From an optimization exercise on the open Yosys and OpenROAD flow, aimed at small area; shortcuts taken in it are not production practice. Function was checked by simulation only, so behaviour that the tests miss may differ from the original.

<file path="flow/design.v">
module bcd_clock_core (
    input  wire        clk,
    input  wire        rst,         
    input  wire        cmd_valid,
    input  wire [31:0] cmd,
    input  wire [31:0] now,
    output wire        cmd_ready,
    output reg         bus_req,
    output reg         bus_we,
    output reg  [7:0]  bus_addr,
    output reg  [7:0]  bus_wdata,
    input  wire        bus_done,
    input  wire [7:0]  bus_rdata,
    input  wire        bus_err,
    output wire [3:0]  led_hour,
    output wire [5:0]  led_min,
    output wire [15:0] pwm,
    output wire [15:0] result,
    output wire [7:0]  status
);
    localparam [15:0] PWM_MAX     = 16'd1024;
    localparam [6:0]  HOUR_WRAP   = 7'd24;
    localparam [31:0] DEBOUNCE_MS = 32'd200;
    localparam        SEC_HALT    = 1'b0;
    localparam [7:0] REG_SEC  = 8'h00;
    localparam [7:0] REG_MIN  = 8'h01;
    localparam [7:0] REG_HOUR = 8'h02;
    localparam [3:0] OP_DEC  = 4'h1, OP_ENC  = 4'h2, OP_TO12 = 4'h3,
                     OP_HLED = 4'h4, OP_MLED = 4'h5, OP_BRT  = 4'h6,
                     OP_DEB  = 4'h7, OP_INCH = 4'h8, OP_INCM = 4'h9,
                     OP_BTNH = 4'hA, OP_BTNM = 4'hB, OP_SYNC = 4'hC,
                     OP_REF  = 4'hD;
    localparam [3:0] S_IDLE     = 4'd0,
                     S_EXEC     = 4'd1,    
                     S_INCH_RD  = 4'd2,    
                     S_INCH_WR  = 4'd3,    
                     S_INCM_RD  = 4'd4,    
                     S_CARRY_RD = 4'd5,    
                     S_CARRY_WR = 4'd6,    
                     S_INCM_WR  = 4'd7,    
                     S_SYNC_WH  = 4'd8,    
                     S_SYNC_WM  = 4'd9,
                     S_SYNC_WS  = 4'd10,
                     S_REF_RH   = 4'd11,   
                     S_REF_RM   = 4'd12,
                     S_REF_RS   = 4'd13;
    function [6:0] decode_field;
        input [1:0] sel;
        input [7:0] p;
        reg   [2:0] tens;
        begin
            if (sel == 2'd0)
                tens = {1'b0, p[5:4]};
            else
                tens = p[6:4];
            decode_field = tens * 7'd10 + {3'b000, p[3:0]};
        end
    endfunction
    function [7:0] encode_field;
        input [7:0] v;
        reg   [7:0] tens;
        reg   [7:0] ones;
        begin
            tens = v / 8'd10;
            ones = v % 8'd10;
            encode_field = {tens[3:0], ones[3:0]};
        end
    endfunction
    function [3:0] to12hour;
        input [7:0] h;
        begin
            if (h >= 8'd24)
                to12hour = 4'd0;
            else if (h > 8'd12)
                to12hour = h - 8'd12;
            else
                to12hour = h[3:0];
        end
    endfunction
    function [15:0] brightness;
        input [7:0] s;
        reg   [23:0] num;
        begin
            num = 24'd2 * s * PWM_MAX + 24'd59;
            brightness = num / 24'd118;
        end
    endfunction
    reg [3:0]  state;
    reg [31:0] cmd_r;
    reg [31:0] now_r;
    reg        last_valid;
    reg [31:0] last_ts;
    reg [3:0]  out_hour;
    reg [5:0]  out_min;
    reg [15:0] pwm_r;
    reg [15:0] result_r;
    reg        dom_err, bus_err_f, ill_err, acc;
    reg [7:0]  rd_hour;      
    reg [7:0]  rd_min;
    reg [7:0]  wr_byte;      
    reg [7:0]  min_byte;     
    assign cmd_ready = (state == S_IDLE) && !rst;
    assign led_hour  = out_hour;
    assign led_min   = out_min;
    assign pwm       = pwm_r;
    assign result    = result_r;
    assign status    = {3'b000, (state != S_IDLE), acc, ill_err, bus_err_f, dom_err};
    wire [3:0] op  = cmd_r[31:28];
    wire [1:0] rsv = cmd_r[27:26];
    wire [1:0] sel = cmd_r[25:24];
    wire [7:0] fa  = cmd_r[23:16];
    wire [7:0] fb  = cmd_r[15:8];
    wire [7:0] fc  = cmd_r[7:0];
    reg legal;
    always @(*) begin
        case (op)
            OP_DEC:                        legal = (rsv == 2'd0) && (sel != 2'd3) && (fa == 8'd0) && (fb == 8'd0);
            OP_ENC, OP_TO12, OP_HLED,
            OP_MLED, OP_BRT:               legal = (rsv == 2'd0) && (sel == 2'd0) && (fa == 8'd0) && (fb == 8'd0);
            OP_DEB:                        legal = (rsv == 2'd0) && (sel != 2'd3) && (fa == 8'd0) && (fb == 8'd0) && (fc == 8'd0);
            OP_INCH, OP_INCM, OP_BTNH,
            OP_BTNM, OP_REF:               legal = (cmd_r[27:0] == 28'd0);
            OP_SYNC:                       legal = (rsv == 2'd0) && (sel == 2'd0);
            default:                       legal = 1'b0;
        endcase
    end
    wire [31:0] ts_diff = now_r - last_ts;
    wire        accept  = !last_valid || (ts_diff > DEBOUNCE_MS);
    wire [6:0] rd_as_hour = decode_field(2'd0, bus_rdata);
    wire [6:0] rd_as_min  = decode_field(2'd1, bus_rdata);
    wire [6:0] ref_h = decode_field(2'd0, rd_hour);
    wire [6:0] ref_m = decode_field(2'd1, rd_min);
    wire [6:0] ref_s = decode_field(2'd2, bus_rdata & 8'h7F);
    always @(*) begin
        bus_req   = 1'b0;
        bus_we    = 1'b0;
        bus_addr  = 8'h00;
        bus_wdata = wr_byte;
        case (state)
            S_INCH_RD, S_CARRY_RD, S_REF_RH: begin bus_req = 1'b1; bus_addr = REG_HOUR; end
            S_INCM_RD, S_REF_RM:             begin bus_req = 1'b1; bus_addr = REG_MIN;  end
            S_REF_RS:                        begin bus_req = 1'b1; bus_addr = REG_SEC;  end
            S_INCH_WR, S_CARRY_WR, S_SYNC_WH: begin bus_req = 1'b1; bus_we = 1'b1; bus_addr = REG_HOUR; end
            S_INCM_WR, S_SYNC_WM:            begin bus_req = 1'b1; bus_we = 1'b1; bus_addr = REG_MIN;  end
            S_SYNC_WS:                       begin bus_req = 1'b1; bus_we = 1'b1; bus_addr = REG_SEC;  end
            default: ;
        endcase
    end
    always @(posedge clk) begin
        if (rst) begin
            state      <= S_IDLE;
            last_valid <= 1'b0;
            last_ts    <= 32'd0;
            out_hour   <= 4'd0;
            out_min    <= 6'd0;
            pwm_r      <= 16'd0;
            result_r   <= 16'd0;
            dom_err    <= 1'b0;
            bus_err_f  <= 1'b0;
            ill_err    <= 1'b0;
            acc        <= 1'b0;
        end else begin
            case (state)
                S_IDLE: begin
                    if (cmd_valid) begin
                        cmd_r <= cmd;
                        now_r <= now;
                        state <= S_EXEC;
                    end
                end
                S_EXEC: begin
                    state <= S_IDLE;
                    if (!legal) begin
                        ill_err <= 1'b1;
                    end else begin
                        case (op)
                            OP_DEC:  result_r <= {9'd0, decode_field(sel, fc)};
                            OP_ENC:  if (fc > 8'd59) dom_err <= 1'b1;
                                     else result_r <= {8'd0, encode_field(fc)};
                            OP_TO12: result_r <= {12'd0, to12hour(fc)};
                            OP_HLED: result_r <= {12'd0, to12hour(fc)};
                            OP_MLED: if (fc > 8'd59) dom_err <= 1'b1;
                                     else result_r <= {10'd0, fc[5:0]};
                            OP_BRT:  if (fc > 8'd59) dom_err <= 1'b1;
                                     else result_r <= brightness(fc);
                            OP_DEB: begin
                                acc      <= accept;
                                result_r <= {15'd0, accept};
                                if (accept) begin
                                    last_ts    <= now_r;
                                    last_valid <= 1'b1;
                                end
                            end
                            OP_INCH: state <= S_INCH_RD;
                            OP_INCM: state <= S_INCM_RD;
                            OP_BTNH, OP_BTNM: begin
                                acc <= accept;
                                if (accept) begin
                                    last_ts    <= now_r;
                                    last_valid <= 1'b1;
                                    state      <= (op == OP_BTNH) ? S_INCH_RD : S_INCM_RD;
                                end
                            end
                            OP_SYNC: begin
                                acc <= accept;
                                if (accept) begin
                                    last_ts    <= now_r;
                                    last_valid <= 1'b1;
                                    if (fb > 8'd59 || fc > 8'd59) begin
                                        dom_err <= 1'b1;
                                    end else begin
                                        wr_byte <= encode_field({4'd0, to12hour(fa)});
                                        state   <= S_SYNC_WH;
                                    end
                                end
                            end
                            OP_REF:  state <= S_REF_RH;
                            default: ;
                        endcase
                    end
                end
                S_INCH_RD, S_CARRY_RD: begin
                    if (bus_done) begin
                        if (bus_err) begin
                            bus_err_f <= 1'b1;
                            state     <= S_IDLE;
                        end else if (rd_as_hour >= HOUR_WRAP) begin
                            dom_err <= 1'b1;
                            state   <= S_IDLE;
                        end else begin
                            if (rd_as_hour + 7'd1 == HOUR_WRAP)
                                wr_byte <= 8'h00;
                            else
                                wr_byte <= encode_field({1'b0, rd_as_hour} + 8'd1);
                            state <= (state == S_INCH_RD) ? S_INCH_WR : S_CARRY_WR;
                        end
                    end
                end
                S_INCH_WR: begin
                    if (bus_done) begin
                        if (bus_err) bus_err_f <= 1'b1;
                        state <= S_IDLE;
                    end
                end
                S_INCM_RD: begin
                    if (bus_done) begin
                        if (bus_err) begin
                            bus_err_f <= 1'b1;
                            state     <= S_IDLE;
                        end else if (rd_as_min > 7'd59) begin
                            dom_err <= 1'b1;
                            state   <= S_IDLE;
                        end else if (rd_as_min == 7'd59) begin
                            min_byte <= 8'h00;
                            state    <= S_CARRY_RD;
                        end else begin
                            wr_byte <= encode_field({1'b0, rd_as_min} + 8'd1);
                            state   <= S_INCM_WR;
                        end
                    end
                end
                S_CARRY_WR: begin
                    if (bus_done) begin
                        if (bus_err) begin
                            bus_err_f <= 1'b1;
                            state     <= S_IDLE;
                        end else begin
                            wr_byte <= min_byte;
                            state   <= S_INCM_WR;
                        end
                    end
                end
                S_INCM_WR: begin
                    if (bus_done) begin
                        if (bus_err) bus_err_f <= 1'b1;
                        state <= S_IDLE;
                    end
                end
                S_SYNC_WH: begin
                    if (bus_done) begin
                        if (bus_err) begin
                            bus_err_f <= 1'b1;
                            state     <= S_IDLE;
                        end else begin
                            wr_byte <= encode_field(fb);
                            state   <= S_SYNC_WM;
                        end
                    end
                end
                S_SYNC_WM: begin
                    if (bus_done) begin
                        if (bus_err) begin
                            bus_err_f <= 1'b1;
                            state     <= S_IDLE;
                        end else begin
                            wr_byte <= encode_field(fc) | {SEC_HALT, 7'd0};
                            state   <= S_SYNC_WS;
                        end
                    end
                end
                S_SYNC_WS: begin
                    if (bus_done) begin
                        if (bus_err) bus_err_f <= 1'b1;
                        state <= S_IDLE;
                    end
                end
                S_REF_RH: begin
                    if (bus_done) begin
                        if (bus_err) begin
                            bus_err_f <= 1'b1;
                            state     <= S_IDLE;
                        end else begin
                            rd_hour <= bus_rdata;
                            state   <= S_REF_RM;
                        end
                    end
                end
                S_REF_RM: begin
                    if (bus_done) begin
                        if (bus_err) begin
                            bus_err_f <= 1'b1;
                            state     <= S_IDLE;
                        end else begin
                            rd_min <= bus_rdata;
                            state  <= S_REF_RS;
                        end
                    end
                end
                S_REF_RS: begin
                    if (bus_done) begin
                        state <= S_IDLE;
                        if (bus_err) begin
                            bus_err_f <= 1'b1;
                        end else if (ref_m > 7'd59 || ref_s > 7'd59) begin
                            dom_err <= 1'b1;
                        end else begin
                            out_hour <= to12hour({1'b0, ref_h});
                            out_min  <= ref_m[5:0];
                            pwm_r    <= brightness({1'b0, ref_s});
                        end
                    end
                end
                default: state <= S_IDLE;
            endcase
        end
    end
endmodule
</file>
<file path="flow/run.sh">
#!/bin/bash
# synth_recipe.tcl (not shown) runs the flow's synth.tcl, then flattens the netlist and writes it again
# the make line also repeats each setting of config.mk as NAME=value (left out here)
make -C /OpenROAD-flow-scripts/flow DESIGN_CONFIG=/design/flow/config.mk WORK_HOME=/design/flow/orfs CLKGATE_MAP_FILE= SYNTH_SCRIPT=/design/flow/synth_recipe.tcl finish
</file>
<file path="flow/config.mk">
export PLATFORM = sky130hd
export DESIGN_NAME = bcd_clock_core
export DESIGN_NICKNAME = bcd_clock_core
export VERILOG_FILES = /design/flow/design.v
export SDC_FILE = /design/flow/constraint.sdc
export NUM_CORES = 4
export LEC_CHECK = 0
export CAP_MARGIN = 20
export CORE_MARGIN = 2
export CORE_UTILIZATION = 40
export SLEW_MARGIN = 20
</file>
<file path="flow/constraint.sdc">
create_clock -name core_clock -period 20.0 [get_ports {clk}]
set_input_delay 4.0000 -clock core_clock [delete_from_list [all_inputs] [get_ports {clk}]]
set_output_delay 4.0000 -clock core_clock [all_outputs]
set_load 0.01 [all_outputs]
</file>
==> flow_summary.rst <==
.. list-table::
   :header-rows: 1

   * - Metric
     - Value
   * - Area of the die
     - 52,800 sq um
   * - Vias after detailed routing
     - 21,238
   * - Slowest stage cell on the critical path
     - o32ai_1
   * - Commonest register cell after synthesis
     - edfxtp_1
   * - Largest driver fanout on the critical path
     - 24
   * - Effective utilization at floorplan
     - 0.406
   * - Routed length per instance
     - 18.9 um
   * - Area of the multi-input gates
     - 15,200 sq um
   * - Number of nets in the finished design
     - ~2,900
   * - Worst hold path type
     - reg2reg
   * - Height of the chip
     - approximately 230 um
   * - Critical path launch point type
     - register
   * - Final setup vio count
     - 0
   * - Routed WL
     - 64,800 um
   * - Leftover overflow at the end of global routing
     - 0
   * - WP data required
     - 20.39 ns
   * - Insertion delay of the later-clocked pin in the worst-skew pair
     - roughly 0.49 ns
   * - Post CTS Setup Buffer Count
     - 0
   * - Worst setup slack before clock tree synthesis
     - 1.59 ns
   * - Non-Filler Instances
     - 3,434
   * - Level count of the clock H-tree
     - 4
   * - Hold_buf cts
     - 0
   * - Most area-consuming cells after synthesis
     - edfxtp_1 (13%), dfxtp_1 (7.8%), ha_1 (6.1%)
   * - Category of the critical setup timing path
     - reg2reg
   * - Number of cells on the worst hold path
     - 2
   * - Final Hold Vio Count
     - 0
   * - Total DRC errors in the routed layout
     - 0
   * - Instance area at placement
     - between 20,000 and 25,000 sq um
   * - Share of post-route cells with drive strength above 1
     - 0.0648
   * - Clk slew on worst S/H paths
     - 0.08 ns
   * - Die Span X
     - 230 um
   * - Slew at the pin closest to its max-slew limit
     - around 1.0 ns
   * - Number of global-route vias before repair
     - 20,055
   * - Synth Area per Inst
     - between 7 and 8 sq um
   * - Layout Cell Area excl Fill
     - 22,800 sq um
   * - Endpoint kind of the worst setup timing path
     - register
   * - Detailed-route vias per instance
     - around 6.2
   * - Count of nets left with antenna violations after detail routing
     - 0
   * - Final HPWL from detailed placement
     - 49,700 um
   * - Instance count of the mapped netlist
     - 2,696
   * - Global-route total usage across every layer
     - 0.241
   * - Inserted Clock Buffers
     - 17
   * - Layout area overhead
     - 11.5%
   * - Share of synthesized area occupied by flip-flops and latches
     - 0.204
   * - Final-layout setup total negative slack
     - 0 ns
   * - # rows
     - 82
   * - Largest stage delay on the critical path
     - about 0.73 ns
   * - Number of cells upsized or downsized after cts
     - 0
   * - Global-route wire length before repair
     - 105,000 um
   * - Total of max-cap violations
     - 0
   * - CTS tree
     - yes
   * - Clk_skew
     - 0.0193 ns
   * - Cell area after synthesis
     - 20,400 sq um
   * - Critical path arrival
     - approximately 19 ns
   * - Slew margin rel.
     - 0.308
   * - Setup repair after global routing missed its margin
     - false
   * - Largest net degree at the start of global routing
     - 65
   * - Flops & latches, synth
     - 165
   * - Io pins
     - 146
   * - Starting DRC count in detailed routing
     - just under 2,000
   * - Global placement routability congestion
     - 0.919
   * - FFs w/ async S/R, synth
     - 0
   * - Drt first pass iters
     - 6
   * - Clk sink count
     - 165
   * - Core Footprint
     - 50,300 sq um
   * - Result of the run
     - timing/DRC/antenna clean
   * - Number of buffers on the longest clock path
     - 2
   * - Largest area contributor in the synthesized netlist
     - edfxtp_1
   * - Hold slack final
     - 0.476 ns
   * - Final count of pins violating max slew
     - 0
   * - Placed insts
     - 3,402
   * - Worst r2r path cells
     - 50
   * - Crit path setup slack, layout
     - 1.83 ns
   * - Number of port buffers
     - ~130
   * - Total number of yosys warnings
     - 1
   * - Area share of the leading cell type in the synthesized netlist
     - 0.125
   * - Min Clock Period, post-route
     - about 18 ns
   * - Library cell used as clock root buffer
     - clkbuf_16
   * - Achievable frequency
     - between 0.05 and 0.06 GHz
   * - Utilization after layout
     - 0.453
   * - Fin crit share
     - 0.908
   * - Number of antenna violations at the first check in global routing
     - 0
   * - Area used by sequential logic in the layout
     - roughly 4200 sq um
   * - Count of inserted antenna diode cells
     - 0
   * - Filler cells
     - 5,013
   * - Count of cell types in the netlist
     - 121
   * - Count of flip-flops with a built-in enable after synthesis
     - 85
## critical path, delay by kind of cell, from the launching register on
kind | cells | cell delay, ns
AND/OR/NAND/NOR | 18 | 5.41
multiplexers | 1 | 0.19
flip-flops | 1 | 0.72
AO/OA/AOI/OAI | 18 | 7.61
XOR/XNOR | 2 | 0.46
adder cells (fa/ha/maj) | 5 | 1.65
buffers and inverters | 6 | 1.97
## final cells by class
cell class | count | area share
clock buffers | 17 | 0.0187
clock inverters | 15 | 0.00687
inverters | 132 | 0.0218
multi-input cells | 2275 | 0.667
flip-flops and latches | 165 | 0.183
well taps | 672 | 0.0369
repair buffers | 158 | 0.0660
## registers in the layout, summed over array words and instances (netlist names), 2 cells and up
name / count
rd_min: 7
pwm_r: 12
wr_byte: 8
result_r: 13
last_ts: 32
rd_hour: 6
out_hour: 4
bus_addr: 2
now_r: 32
out_min: 6
cmd_r: 32
state: 4
## worst paths after layout
| check | start | end | slack, ns |
|---|---|---|---|
| max | cmd_r[2] | result_r[0] | 1.83 |
| min | out_hour[2] | out_hour[2] | 0.48 |
| max reg2reg | cmd_r[2] | result_r[0] | 1.83 |
| min reg2reg | out_hour[2] | out_hour[2] | 0.48 |
## placed cells by master, fill, tap and decap left out, types with 20 or more instances in the layout
cell type	n
and3_1	39
xnor2_1	97
o31ai_1	25
nor3_1	85
o211ai_1	30
a31oi_1	55
nor4_1	38
nand2b_1	35
a21oi_1	168
nor2b_1	21
or3_1	26
ha_1	99
nand4_1	26
a221oi_1	20
inv_1	120
mux2i_1	86
o21ai_0	149
xor2_1	41
and2_1	26
nand2_1	239
a21boi_0	28
o21a_1	29
clkdlybuf4s50_1	127
a21o_1	33
a211oi_1	51
edfxtp_1	85
dfxtp_1	80
nand3_1	102
nor2_1	292
buf_4	30
## Yosys cell counts (19+ instances only)
cell and n:
nor3_1 86, nand3_1 102, and2_1 27, buf_4 21
a31oi_1 55, a21oi_1 168, clkbuf_1 81, inv_1 120
or3_1 26, xnor2_1 97, o31ai_1 25, nor4_1 39
o21a_1 29, and3_1 39, a211oi_1 51, edfxtp_1 85
nand2b_1 35, nor2_1 292, o21ai_0 149, buf_2 23
o211ai_1 30, a21o_1 33, mux2_2 19, a21boi_0 28
ha_1 99, nor2b_1 21, dfxtp_1 80, nand4_1 26
xor2_1 41, nand2_1 240, mux2i_1 86, a221oi_1 20
## routing by layer
layer / global-route usage / part of all wire / vias up
met5: 0 / 0 / -
met4: 0.0905 / 0.030 / 0
met3: 0.0317 / 0.052 / 95
met2: 0.398 / 0.46 / 695
met1: 0.319 / 0.45 / 10148
li1: - / - / 10300
## cell families (layout without fill, tap and decap cells)
kind of cell / count (synthesis) / in the layout / share of synthesized area
AND/OR/NAND/NOR: 1025 / 1025 / 0.248
XOR/XNOR: 139 / 139 / 0.0603
buffers and inverters: 271 / 322 / 0.0562
multiplexers: 106 / 106 / 0.0534
AO/OA/AOI/OAI: 879 / 879 / 0.309
other: 1 / 16 / 0.000184
flip-flops: 165 / 165 / 0.204
adder cells (fa/ha/maj): 110 / 110 / 0.0686

==> afterwards: timing with drivers on the ports <==
In the flow no input, the clock included, has a driving cell. The finished layout below was timed again as built, in two steps. Step 1 assumes that a clkbuf_16 drives the clock port and a buf_2 every other input. Step 2 also shifts input and output timing later by t, the mid clock arrival at the registers, as if the neighbouring blocks saw the same clock. a / b / c = no drivers / after step 1 / after step 2; a / b = the first two.
t, ns: 0.535
setup slack, ns: 1.833 / 1.833 / 1.332
hold slack, ns: 0.476 / 0.476 / 0.476
worst setup path at the end: input to register
cell pins on the clock port's net: 1
After both steps this run still meets setup and hold. The setup slack of this run moves by 0.000 ns with the drivers and by -0.501 ns with both steps.
